Background: an optimization exercise with open tools, aiming at small area, a short achievable clock period and few clock cycles. Do not read the settings as production practice.
Function was checked by simulation only, so behaviour that the tests miss may differ from the original.
Power is estimated from default activity; no workload was simulated.

// inv16_core
module inv16_core (
    input  wire         clk,
    input  wire         rst,           
    input  wire         start,         
    input  wire [15:0]  nsteps,        
    output wire         busy,
    input  wire         hw_we,
    input  wire [4:0]   hw_sel,        
    input  wire [15:0]  hw_data,
    output wire [255:0] regs,          
    output wire [15:0]  pc_o,
    output wire         dir_o,         
    output wire [1:0]   err_o,
    output wire         halted_o,
    output wire         brk_o,         
    output reg          mem_req,
    output reg          mem_we,
    output reg  [15:0]  mem_addr,
    output wire [15:0]  mem_wdata,     
    input  wire         mem_ack,
    input  wire [15:0]  mem_rdata      
);
Settings: LEC_CHECK=0, CAP_MARGIN=30, CORE_MARGIN=2, CORE_UTILIZATION=45, SLEW_MARGIN=30, TNS_END_PERCENT=10; clock period 11.0 ns.
standard.sh (not shown) runs the stock make flow with config.mk's settings and CLKGATE_MAP_FILE= SYNTH_SCRIPT=/design/flow/synth_recipe.tcl, a recipe that flattens the netlist after the stock synthesis.
==> flow/flow/run.sh <==
#!/bin/bash
set -euo pipefail
export BUFFER_PORTS_ARGS="-buffer_cell sky130_fd_sc_hd__buf_1"
export SETUP_SLACK_MARGIN=7
bash standard.sh > standard.log 2>&1
Testbench counts at the start, summed over its fixed seeds: cycles 122,403.
Edit:
==> flow/flow/run.sh (replaced) <==
#!/bin/bash
set -euo pipefail
export BUFFER_PORTS_ARGS="-buffer_cell sky130_fd_sc_hd__buf_1"
export SETUP_SLACK_MARGIN=6.5
bash standard.sh > standard.log 2>&1
- CORE_UTILIZATION: 45 -> 50
After rerunning: Global-route usage increases by 6.8 points; design area decreases by about 3%; count of clock-buffer cells in the layout increases by 7; utilization increases by 4.9 points; via count increases by about 3.3%.


inv16_core again, from the RTL that the note above started with.
export LEC_CHECK = 0
export CAP_MARGIN = 30
export CORE_MARGIN = 2
export CORE_UTILIZATION = 45
export CTS_BUF_LIST = sky130_fd_sc_hd__clkbuf_4 sky130_fd_sc_hd__clkbuf_8
export SLEW_MARGIN = 30
export TNS_END_PERCENT = 10
create_clock -name core_clock -period 11.0 [get_ports {clk}]
==> flow/flow/run.sh <==
#!/bin/bash
set -euo pipefail
export BUFFER_PORTS_ARGS="-buffer_cell sky130_fd_sc_hd__buf_1"
export SETUP_SLACK_MARGIN=6.5
bash standard.sh > standard.log 2>&1
The baseline completed without violations.
Testbench counts at the start, summed over its fixed seeds: cycles 122,403.
==> next run, changes <==
==> flow/flow/run.sh (replaced) <==
#!/bin/bash
set -euo pipefail
export BUFFER_PORTS_ARGS="-buffer_cell sky130_fd_sc_hd__buf_1"
export SETUP_SLACK_MARGIN=6
bash standard.sh > standard.log 2>&1
CTS_BUF_LIST = unset   (was sky130_fd_sc_hd__clkbuf_4 sky130_fd_sc_hd__clkbuf_8)
The new run finished with timing, DRC and antenna clean.
Utilization decreases by 1.7 points.
Clock-buffer cell count falls by 39.
Setup slack loses 0.27 ns.
Clock power goes up by a little under a tenth.
Non-clock buffer count drops by 94.
Final area falls by a few percent.


Starting RTL as in the previous note.
Design inv16_core, start of the top module:
module inv16_core (
    input  wire         clk,
    input  wire         rst,           
    input  wire         start,         
    input  wire [15:0]  nsteps,        
    output wire         busy,
    input  wire         hw_we,
    input  wire [4:0]   hw_sel,        
    input  wire [15:0]  hw_data,
    output wire [255:0] regs,          
    output wire [15:0]  pc_o,
    output wire         dir_o,         
    output wire [1:0]   err_o,
    output wire         halted_o,
    output wire         brk_o,         
    output reg          mem_req,
    output reg          mem_we,
    output reg  [15:0]  mem_addr,
    output wire [15:0]  mem_wdata,     
    input  wire         mem_ack,
    input  wire [15:0]  mem_rdata      
);
Settings: LEC_CHECK=0, CAP_MARGIN=30, CORE_MARGIN=2, CORE_UTILIZATION=45, SLEW_MARGIN=30, TNS_END_PERCENT=10; clock period 11.0 ns.
==> flow/flow/run.sh <==
#!/bin/bash
set -euo pipefail
export BUFFER_PORTS_ARGS="-buffer_cell sky130_fd_sc_hd__buf_1"
export SETUP_SLACK_MARGIN=6.5
bash standard.sh > standard.log 2>&1
Testbench counts at the start, summed over its fixed seeds: cycles 122,403.
Then changed:
Settings changed: TNS_END_PERCENT 10 to 25.
Die area does not change. Wire length came out higher by 1.1%. Total power went up by 2.0%. Synthesized area does not change. Sequential cell count does not change. Via count grows by 1.6%. Utilization increases by 1.3 points. Final area came out higher by 2.3%. Count of clock-buffer cells in the layout does not change. Hold slack stays flat.

-- what the ideal ports hide --
Ports are ideal in the flow. The routed layouts listed here were re-timed in OpenROAD. Step 1: set_driving_cell puts a clkbuf_16 on clk and a buf_2 on each other input, an assumption about the parent block. Step 2 also shifts input and output timing later by t, the mid clock arrival at the registers, as if the neighbouring blocks saw the same clock. a / b / c = ideal ports / drivers / drivers and shift; a / b = the first two.
run | t (ns) | setup slack, ns | hold WS [ns] | pins driven straight from the clock port
the first run of note 1 | 0.676 | 6.215 / 6.161 / 5.873 | 0.537 / 0.537 / 0.537 | 1
the second run of note 1 | 0.693 | 5.967 / 5.898 / 5.382 | 0.535 / 0.535 / 0.535 | 1
the first run of note 2 | 0.760 | 6.032 / 5.964 / 5.702 | 0.507 / 0.507 / 0.507 | 1
the second run of note 2 | 0.689 | 5.765 / 5.698 / 5.638 | 0.551 / 0.551 / 0.551 | 1
the first run of note 3 | 0.702 | 5.938 / 5.867 / 5.718 | 0.524 / 0.524 / 0.524 | 1
the second run of note 3 | 0.697 | 6.013 / 5.941 / 5.662 | 0.523 / 0.523 / 0.523 | 1
After both steps setup and hold are still met in every run listed. For the second run of note 1, which loses most, drivers alone change the setup slack by -0.069 ns; drivers and shift together by -0.585 ns.
